What follows belongs to an exercise in optimizing a design on an open flow for small area, a short achievable clock period and few clock cycles per item; a production flow would make more cautious choices.
Function was checked by simulation only, so behaviour that the tests miss may differ from the original.
Power is estimated from default activity; no workload was simulated.

Design bodega_tx, start of the top module:
module bodega_tx (
    input  wire        clk,
    input  wire        rst,
    input  wire        req_valid,
    input  wire [31:0] req_word,
    output wire        req_ready,
    input  wire [11:0] rd_addr,
    output reg  [15:0] rd_data
);
    localparam [3:0] OP_BIND = 4'h7, OP_QUERY = 4'h8, OP_TARGET = 4'h9,
                     OP_SETP = 4'hA, OP_SET = 4'hB;
    function [7:0] clamp8;
        input [15:0] x;
        reg       inc;
        reg [7:0] s;
        begin
            inc = x[3] & (~x[15] | (|x[2:0]));
            s   = x[11:4] + {7'd0, inc};
            if (x[15])
                clamp8 = (x[14:11] != 4'hF) ? 8'h80 : s;
            else
                clamp8 = ((x[14:11] != 4'h0) || s[7]) ? 8'h7F : s;
        end
    endfunction
    reg [6:0]  p0;
    reg [15:0] p [1:15];
    reg        tx_err, bad_op;
    reg [12:0] tx_ck;              
    reg        k_bq, k_tgt, k_set, k_dual, lenok;
    reg        s_lock;             
    reg        s_power, s_run, s_unitf;
    reg [1:0]  s_bsaver;
    reg [7:0]  s_c1, s_c2, s_c3, s_c4, s_c5, s_c6, s_c7, s_c8, s_c9,
               s_c10, s_c11, s_c12, s_c13, s_c14, s_c15;    
    assign req_ready = 1'b1;
    wire       accept = req_valid;
    wire [3:0] op     = req_word[31:28];
    wire       is_set = accept && op == OP_SET;
    wire       set_ok = is_set && p0[4:3] != 2'd3;
    wire       is_tgt = accept && op == OP_TARGET;
    wire       is_bq  = accept && (op == OP_BIND || op == OP_QUERY);
    wire       build  = set_ok || is_tgt || is_bq;
    wire        is_setp = accept && op == OP_SETP;
    wire [15:0] wdata   = rst ? 16'd0 : req_word[15:0];
    integer j;
    always @(posedge clk) begin
        if (rst || (is_setp && req_word[19:16] == 4'd0))
            p0 <= wdata[6:0];
        for (j = 1; j < 16; j = j + 1)
            if (rst || (is_setp && req_word[19:16] == j))
                p[j] <= wdata;
    end
    always @(posedge clk) begin
        if (rst) begin
            tx_err <= 1'b0;
            bad_op <= 1'b0;
            k_bq   <= 1'b0;
            k_tgt  <= 1'b0;
            k_set  <= 1'b0;
            lenok  <= 1'b0;
  ...
For scale: ~1900 cells after synthesis, about 420 flip-flops, ~64 I/O pins, roughly 0.022 mm^2 of cells after synthesis.
==> flow/config.mk <==
export PLATFORM = sky130hd
export DESIGN_NAME = bodega_tx
export DESIGN_NICKNAME = bodega_tx
export VERILOG_FILES = /design/flow/design.v
export SDC_FILE = /design/flow/constraint.sdc
export NUM_CORES = 4
export LEC_CHECK = 0
export CAP_MARGIN = 0
export CORE_MARGIN = 2
export CORE_UTILIZATION = 40
export SETUP_SLACK_MARGIN = 5
export SLEW_MARGIN = 0
==> flow/constraint.sdc <==
create_clock -name core_clock -period 12.0 [get_ports {clk}]
set_input_delay 2.4000 -clock core_clock [delete_from_list [all_inputs] [get_ports {clk}]]
set_output_delay 2.4000 -clock core_clock [all_outputs]
set_load 0.01 [all_outputs]
standard.sh (not shown) runs the stock make flow with config.mk's settings and CLKGATE_MAP_FILE= SYNTH_SCRIPT=/design/flow/synth_recipe.tcl, a recipe that flattens the netlist after the stock synthesis.
==> flow/flow/run.sh <==
#!/bin/bash
# Own layout flow: the standard flow (standard.sh) with two changes,
#  - the port buffers are plain buf_2 cells (the default choice here is a
#    delay cell, clkdlybuf4s50_1, that timing repair cannot resize away),
#  - clock tree synthesis inserts no dummy loads.
# Synthesis is the standard one, run unchanged. Each step's full output
# goes to a log file in the work folder.
set -euo pipefail
bash standard.sh synth > flow_synth.log 2>&1
bash standard.sh \
  "BUFFER_PORTS_ARGS=-buffer_cell sky130_fd_sc_hd__buf_2" \
  "CTS_ARGS=-sink_clustering_enable -repair_clock_nets -dont_use_dummy_load -sink_clustering_size 20 -sink_clustering_max_diameter 60 -buf_list sky130_fd_sc_hd__clkbuf_8" \
  finish > flow_layout.log 2>&1
Testbench counts at the start, summed over its fixed seeds: cycles 3,588, frames 918.
Then changed:
--- a/flow/flow/run.sh
+++ b/flow/flow/run.sh
@@ -12 +12 @@
-  "CTS_ARGS=-sink_clustering_enable -repair_clock_nets -dont_use_dummy_load -sink_clustering_size 20 -sink_clustering_max_diameter 60 -buf_list sky130_fd_sc_hd__clkbuf_8" \
+  "CTS_ARGS=-sink_clustering_enable -repair_clock_nets -dont_use_dummy_load -sink_clustering_size 30 -sink_clustering_max_diameter 80" \
--- a/flow/config.mk
+++ b/flow/config.mk
@@ -8 +8,2 @@
-export CAP_MARGIN = 0
+export ABC_AREA = 1
+export CAP_MARGIN = 20
@@ -12 +13 @@
-export SLEW_MARGIN = 0
+export SLEW_MARGIN = 20
Result:
- flip-flop and latch count is unchanged
- power goes down by about 0.35%
- worst setup slack improves by 0.063 ns
- synthesized cell count rose by about 50%
- clock power rises by 15%
- worst hold slack improved by 0.012 ns
- fmax climbs by about 0.9%
Then changed:
--- a/flow/config.mk
+++ b/flow/config.mk
@@ -8 +7,0 @@
-export ABC_AREA = 1
@@ -11 +10 @@
-export CORE_UTILIZATION = 40
+export CORE_UTILIZATION = 60
Fmax came out lower by 0.97%.
Routed wire length shrinks by about 7%.
Count of clock-buffer cells in the layout drops by 5.
Setup slack got worse by 0.069 ns.
Core utilization went up by 22 points.
Die area decreases by 38%.
Final area falls by about 7%.
Then changed:
--- a/flow/config.mk
+++ b/flow/config.mk
@@ -10 +10 @@
-export CORE_UTILIZATION = 60
+export CORE_UTILIZATION = 40
Result: The new run completed with no timing, DRC or antenna violations; setup slack got worse by 0.011 ns; sequential power hardly moves; sequential share of layout area stays flat; die area goes up by 49%; final area hardly moves; wire length is higher by 1.9%; final cell count increases by 11%.
Then changed:
--- a/flow/config.mk
+++ b/flow/config.mk
@@ -11 +11 @@
-export SETUP_SLACK_MARGIN = 5
+export SETUP_SLACK_MARGIN = 4.7
Result:
- worst hold slack is about the same
- setup slack gets worse by 0.24 ns
- power goes down slightly
- via count goes down slightly
- routed wire length goes down slightly
- non-clock buffer count goes down by 9
- clock power hardly moves
- core utilization goes down by 0.49 points
- sequential power barely changes
Then changed:
--- a/flow/flow/run.sh
+++ b/flow/flow/run.sh
@@ -13 +13 @@
-  finish > flow_layout.log 2>&1
+  "RECOVER_POWER=100" finish > flow_layout.log 2>&1
--- a/flow/config.mk
+++ b/flow/config.mk
@@ -11 +11 @@
-export SETUP_SLACK_MARGIN = 4.7
+export SETUP_SLACK_MARGIN = 5
Outcome: With this change the flow reached the layout checks and failed them: max-capacitance violations, max-slew violations; sequential power barely changes; global-route usage climbs by 0.15 points; clock-buffer cell count does not change; wire length climbs slightly; worst setup slack loses 1.9 ns.

========
## job 5950
The RTL this note starts from:
==> flow/design.v <==
module bodega_tx (
    input  wire        clk,
    input  wire        rst,
    input  wire        req_valid,
    input  wire [31:0] req_word,
    output wire        req_ready,
    input  wire [11:0] rd_addr,
    output reg  [15:0] rd_data
);
    localparam [3:0] OP_BIND = 4'h7, OP_QUERY = 4'h8, OP_TARGET = 4'h9,
                     OP_SETP = 4'hA, OP_SET = 4'hB;
    function [7:0] clamp8;
        input [15:0] x;
        reg       inc;
        reg [7:0] s;
        begin
            inc = x[3] & (~x[15] | (|x[2:0]));
            s   = x[11:4] + {7'd0, inc};
            if (x[15])
                clamp8 = (x[14:11] != 4'hF) ? 8'h80 : s;
            else
                clamp8 = ((x[14:11] != 4'h0) || s[7]) ? 8'h7F : s;
        end
    endfunction
    reg [6:0]  p0;
    reg [15:0] p [1:15];
    reg        tx_err, bad_op;
    reg [12:0] tx_ck;              
    reg        k_bq, k_tgt, k_set, k_dual, lenok;
    reg        s_lock;             
    reg        s_power, s_run, s_unitf;
    reg [1:0]  s_bsaver;
    reg [7:0]  s_c1, s_c2, s_c3, s_c4, s_c5, s_c6, s_c7, s_c8, s_c9,
               s_c10, s_c11, s_c12, s_c13, s_c14, s_c15;    
    assign req_ready = 1'b1;
    wire       accept = req_valid;
    wire [3:0] op     = req_word[31:28];
    wire       is_set = accept && op == OP_SET;
    wire       set_ok = is_set && p0[4:3] != 2'd3;
    wire       is_tgt = accept && op == OP_TARGET;
    wire       is_bq  = accept && (op == OP_BIND || op == OP_QUERY);
    wire       build  = set_ok || is_tgt || is_bq;
    wire        is_setp = accept && op == OP_SETP;
    wire [15:0] wdata   = rst ? 16'd0 : req_word[15:0];
    integer j;
    always @(posedge clk) begin
        if (rst || (is_setp && req_word[19:16] == 4'd0))
            p0 <= wdata[6:0];
        for (j = 1; j < 16; j = j + 1)
            if (rst || (is_setp && req_word[19:16] == j))
                p[j] <= wdata;
    end
    always @(posedge clk) begin
        if (rst) begin
            tx_err <= 1'b0;
            bad_op <= 1'b0;
            k_bq   <= 1'b0;
            k_tgt  <= 1'b0;
            k_set  <= 1'b0;
            lenok  <= 1'b0;
        end else if (accept) begin
            bad_op <= (op >= 4'hC);
            if (build) begin
                k_bq   <= is_bq;
                k_tgt  <= is_tgt;
                k_set  <= set_ok;
                lenok  <= 1'b1;
                tx_err <= 1'b0;
            end else if (is_set) begin
                lenok  <= 1'b0;
                tx_err <= 1'b1;
            end
        end
    end
    wire [7:0] cl1 = clamp8(p[1]),   cl2 = clamp8(p[2]),   cl3 = clamp8(p[3]),
               cl4 = clamp8(p[4]),   cl5 = p[5][7:0],      cl6 = clamp8(p[6]),
               cl7 = clamp8(p[7]),   cl8 = clamp8(p[8]),   cl9 = clamp8(p[9]),
               cl10 = clamp8(p[10]), cl11 = clamp8(p[11]), cl12 = clamp8(p[12]),
               cl13 = clamp8(p[13]), cl14 = clamp8(p[14]), cl15 = clamp8(p[15]);
    wire       op_tgt = op == OP_TARGET;
    wire       op_bq  = op == OP_BIND || op == OP_QUERY;
    wire       lock_d = op_tgt ? req_word[16] : op_bq ? op[3] : p0[0];
    wire [7:0] req_c  = clamp8(req_word[15:0]);
    reg  [11:0] sum_s;
    reg  [10:0] sum_d;
    wire [3:0]  idx = req_word[19:16];
    reg  [7:0]  old_c;
    always @(*) begin
        case (idx)
        4'd1:  old_c = cl1;
        4'd2:  old_c = cl2;
        4'd3:  old_c = cl3;
        4'd4:  old_c = cl4;
        4'd5:  old_c = cl5;
        4'd6:  old_c = cl6;
        4'd7:  old_c = cl7;
        4'd8:  old_c = cl8;
        4'd9:  old_c = cl9;
        4'd10: old_c = cl10;
        4'd11: old_c = cl11;
        4'd12: old_c = cl12;
        4'd13: old_c = cl13;
        4'd14: old_c = cl14;
        4'd15: old_c = cl15;
        default: old_c = 8'd0;
        endcase
    end
    wire [7:0]  new_c  = (idx == 4'd5) ? req_word[7:0] : req_c;
    wire        grp_d  = idx >= 4'd10;
    wire [11:0] sum_x  = grp_d ? {1'b0, sum_d} : sum_s;
    wire [11:0] sum_n  = sum_x + {4'd0, new_c} - {4'd0, old_c};
    always @(posedge clk) begin
        if (rst || (is_setp && idx != 4'd0 && !grp_d))
            sum_s <= rst ? 12'd0 : sum_n;
        if (rst || (is_setp && grp_d))
            sum_d <= rst ? 11'd0 : sum_n[10:0];
    end
    wire [12:0] set_ck = (p0[6] ? 13'h21A : 13'h20F) + p0[0] + p0[1] + p0[2] + p0[4:3] + p0[5]
                       + sum_s + (p0[6] ? sum_d : 11'd0);
    wire [12:0] tgt_ck = 13'h205 + {12'd0, req_word[16]} + {5'd0, req_c};
    wire [12:0] ck_next = op_tgt ? tgt_ck : op_bq ? {3'd0, op[3], {9{~op[3]}}} : set_ck;
    always @(posedge clk) begin
        if (rst || build)
            tx_ck <= rst ? 13'd0 : ck_next;
    end
    always @(posedge clk) begin
        if (is_tgt || is_bq || set_ok)
            s_lock <= lock_d;
        if (is_tgt || set_ok)
            s_c1 <= op_tgt ? req_c : cl1;
        if (set_ok) begin
            k_dual   <= p0[6];
            s_power  <= p0[1];
            s_run    <= p0[2];
            s_bsaver <= p0[4:3];
            s_unitf  <= p0[5];
            s_c2  <= cl2;
            s_c3  <= cl3;
            s_c4  <= cl4;
            s_c5  <= cl5;
            s_c6  <= cl6;
            s_c7  <= cl7;
            s_c8  <= cl8;
            s_c9  <= cl9;
            s_c10 <= cl10;
            s_c11 <= cl11;
            s_c12 <= cl12;
            s_c13 <= cl13;
            s_c14 <= cl14;
            s_c15 <= cl15;
        end
    end
    wire [15:0] ck = {3'd0, tx_ck};
    reg [4:0] len5;
    always @(*) begin
        if (!lenok)      len5 = 5'd0;
        else if (k_bq)   len5 = 5'd6;
        else if (k_tgt)  len5 = 5'd7;
        else if (k_dual) len5 = 5'd31;
        else             len5 = 5'd20;
    end
    wire [4:0] b = rd_addr[4:0];
    reg  [7:0] byte_at;
    always @(*) begin
        case (b)
        5'd0, 5'd1: byte_at = 8'hFE;
        5'd2:  byte_at = k_bq ? 8'h03 : k_tgt ? 8'h04 : k_dual ? 8'h1C : 8'h11;
        5'd3:  byte_at = k_set ? 8'h02 : k_tgt ? {6'd1, s_lock, ~s_lock} : {7'd0, s_lock};
        5'd4:  byte_at = k_bq ? ck[15:8] : k_tgt ? s_c1 : {7'd0, s_lock};
        5'd5:  byte_at = k_bq ? ck[7:0] : k_tgt ? ck[15:8] : {7'd0, s_power};
        5'd6:  byte_at = k_tgt ? ck[7:0] : {7'd0, s_run};
        5'd7:  byte_at = {6'd0, s_bsaver};
        5'd8:  byte_at = s_c1;
        5'd9:  byte_at = s_c2;
        5'd10: byte_at = s_c3;
        5'd11: byte_at = s_c4;
        5'd12: byte_at = s_c5;
        5'd13: byte_at = {7'd0, s_unitf};
        5'd14: byte_at = s_c6;
        5'd15: byte_at = s_c7;
        5'd16: byte_at = s_c8;
        5'd17: byte_at = s_c9;
        5'd18: byte_at = k_dual ? s_c10 : ck[15:8];
        5'd19: byte_at = k_dual ? 8'h00 : ck[7:0];
        5'd21: byte_at = s_c11;
        5'd22: byte_at = s_c12;
        5'd23: byte_at = s_c13;
        5'd24: byte_at = s_c14;
        5'd25: byte_at = s_c15;
        5'd29: byte_at = ck[15:8];
        5'd30: byte_at = ck[7:0];
        default: byte_at = 8'h00;
        endcase
    end
    always @(*) begin
        rd_data = 16'd0;
        if (rd_addr[11:9] == 3'b100) begin
            if (rd_addr[8:5] == 4'd0 && b < len5)
                rd_data = {8'd0, byte_at};
        end else if (rd_addr[11:4] == 8'h02) begin
            rd_data = (rd_addr[3:0] == 4'd0) ? {9'd0, p0} : p[rd_addr[3:0]];
        end else begin
            case (rd_addr)
            12'h000: rd_data = {6'd0, bad_op, tx_err, 1'b0, tx_err, 6'd0};
            12'h003: rd_data = {11'd0, len5};
            12'h005: rd_data = ck;
            default: rd_data = 16'd0;
            endcase
        end
    end
endmodule
==> flow/config.mk <==
export PLATFORM = sky130hd
export DESIGN_NAME = bodega_tx
export DESIGN_NICKNAME = bodega_tx
export VERILOG_FILES = /design/flow/design.v
export SDC_FILE = /design/flow/constraint.sdc
export NUM_CORES = 4
export LEC_CHECK = 0
export ABC_CLOCK_PERIOD_IN_PS = 7000
export CAP_MARGIN = 20
export CORE_MARGIN = 2
export CORE_UTILIZATION = 40
export SETUP_SLACK_MARGIN = 5
export SLEW_MARGIN = 20
==> flow/constraint.sdc <==
create_clock -name core_clock -period 12.0 [get_ports {clk}]
set_input_delay 2.4000 -clock core_clock [delete_from_list [all_inputs] [get_ports {clk}]]
set_output_delay 2.4000 -clock core_clock [all_outputs]
set_load 0.01 [all_outputs]
run.sh (not shown) runs the stock make flow with config.mk's settings and CLKGATE_MAP_FILE= SYNTH_SCRIPT=/design/flow/synth_recipe.tcl, a recipe that flattens the netlist after the stock synthesis.
Stock flow here: none of the scripts above is used.
Job 5950: no failed stages, no open violations at the end
Testbench counts of job 5950, summed over its fixed seeds: cycles 3,588, frames 918.
Changes in job 7664 relative to job 5950:
- ABC_CLOCK_PERIOD_IN_PS no longer set, was 7000
==> flow/flow/run.sh (new file) <==
#!/bin/bash
# Own layout flow: the standard flow (standard.sh) with two changes,
#  - the port buffers are plain buf_2 cells (the default choice here is a
#    delay cell, clkdlybuf4s50_1, that timing repair cannot resize away),
#  - clock tree synthesis inserts no dummy loads.
# Synthesis is the standard one, run unchanged. Each step's full output
# goes to a log file in the work folder.
set -euo pipefail
bash standard.sh synth > flow_synth.log 2>&1
bash standard.sh \
  "BUFFER_PORTS_ARGS=-buffer_cell sky130_fd_sc_hd__buf_2" \
  "CTS_ARGS=-sink_clustering_enable -repair_clock_nets -dont_use_dummy_load" \
  "SETUP_SLACK_MARGIN=6" finish > flow_layout.log 2>&1
==> flow/standard.sh (new file) <==
#!/bin/bash
# synth_recipe.tcl (not shown) runs the flow's synth.tcl, then flattens the netlist and writes it again
# the make line also repeats each setting of config.mk as NAME=value (left out here)
make -C /OpenROAD-flow-scripts/flow DESIGN_CONFIG=/design/flow/config.mk WORK_HOME=/design/flow/orfs CLKGATE_MAP_FILE= SYNTH_SCRIPT=/design/flow/synth_recipe.tcl "${@:-finish}"
removed: flow/run.sh
Findings:
Job 7664 leaves more setup margin than job 5950. Weighted congestion reported at the end of routability-driven placement delta (job 5950 -> job 7664): insignificant. Compared with job 5950, job 7664 improves number of vias in the routed layout. Logic depth of the worst path, buffers included was lower in job 5950 than in job 7664.
Relative to job 7664, the following input files were edited for job 4512:
diff --git a/flow/flow/run.sh b/flow/flow/run.sh
--- a/flow/flow/run.sh
+++ b/flow/flow/run.sh
@@ -12,2 +12,2 @@
-  "CTS_ARGS=-sink_clustering_enable -repair_clock_nets -dont_use_dummy_load" \
-  "SETUP_SLACK_MARGIN=6" finish > flow_layout.log 2>&1
+  "CTS_ARGS=-sink_clustering_enable -repair_clock_nets -dont_use_dummy_load -sink_clustering_size 40 -sink_clustering_max_diameter 80" \
+   finish > flow_layout.log 2>&1
Against job 7664, job 4512 comes in 501 lower on via count of the first global-routing pass.
Measured against each other, job 7664 and job 4512 differ in proportion of power drawn by combinational gates, the higher figure coming from job 4512.
Job 4512 vs job 7664 — first-pass GRT wire length dropped about 6%.
The higher cell area of job 7664 and job 4512 is in job 7664.
The lower number of clock buffer instances in the layout of job 7664 and job 4512 is in job 4512.
Job 7664 → job 4512: critical path depth decreased 1; clock transition time at the flip-flop clock pins of the worst setup and hold paths picked up an extra 0.05 ns; diode insertion count for antenna repair shrank by 2.
diff inputs: job 4512 => job 8647
- swapping 20 for 0 in CAP_MARGIN
- swapping 20 for 0 in SLEW_MARGIN
diff --git a/flow/flow/run.sh b/flow/flow/run.sh
--- a/flow/flow/run.sh
+++ b/flow/flow/run.sh
@@ -12,2 +12,2 @@
-  "CTS_ARGS=-sink_clustering_enable -repair_clock_nets -dont_use_dummy_load -sink_clustering_size 40 -sink_clustering_max_diameter 80" \
-   finish > flow_layout.log 2>&1
+  "CTS_ARGS=-sink_clustering_enable -repair_clock_nets -dont_use_dummy_load -sink_clustering_size 30 -sink_clustering_max_diameter 80" \
+  finish > flow_layout.log 2>&1
==> summary.txt <==
Comparing largest driver fanout on the critical path for job 4512 and job 8647, the smaller number came from job 4512.
Final period utilization in job 8647 vs job 4512: up 0.19 points
Going from job 4512 to job 8647, cell area after layout dropped about 0.47%, worst slew margin relative to its limit dropped 2.6 points, cell count along the critical path climbed 1, total routing resource utilization after global routing dropped 0.16 points.

-- separate check: timing with driven ports --
In the flow no input, the clock included, has a driving cell. The finished layouts below were timed again as built, in two steps.
Step 1 (the two cells are an assumption about what drives the block):
set clk [get_ports {clk}]
set_driving_cell -lib_cell sky130_fd_sc_hd__clkbuf_16 $clk
set_driving_cell -lib_cell sky130_fd_sc_hd__buf_2 [delete_from_list [all_inputs] $clk]
Step 2 times the ports against the registers' clock, not the clock port: input delays grow and output delays shrink by t, the midpoint of the rising clock arrivals with the driver on.
Slacks: ideal / step 1 / step 2; pairs: ideal / step 1.
run | shift t [ns] | slack for setup (ns) | slew at the worst register clock pin (ns)
the first run of note 1 | 0.664 | 4.936 / 4.714 / 4.455 | 0.12 / 0.12
the second run of note 1 | 0.641 | 4.999 / 4.977 / 4.977 | 0.11 / 0.11
the third run of note 1 | 0.612 | 4.930 / 4.886 / 4.649 | 0.11 / 0.11
the fourth run of note 1 | 0.633 | 4.919 / 4.748 / 4.674 | 0.11 / 0.11
the fifth run of note 1 | 0.635 | 4.676 / 4.637 / 4.419 | 0.11 / 0.11
the sixth run of note 1 | 0.637 | 2.743 / 2.706 / 2.706 | 0.11 / 0.11
job 5950 | 0.659 | 4.779 / 4.738 / 4.657 | 0.07 / 0.07
job 7664 | 0.637 | 4.845 / 4.764 / 4.764 | 0.06 / 0.06
job 4512 | 0.627 | 4.956 / 4.759 / 4.703 | 0.12 / 0.12
job 8647 | 0.629 | 4.933 / 4.772 / 4.650 | 0.11 / 0.11
The setup slack of the first run of note 1, which loses most, moves by -0.222 ns with the drivers and by -0.481 ns with both steps.
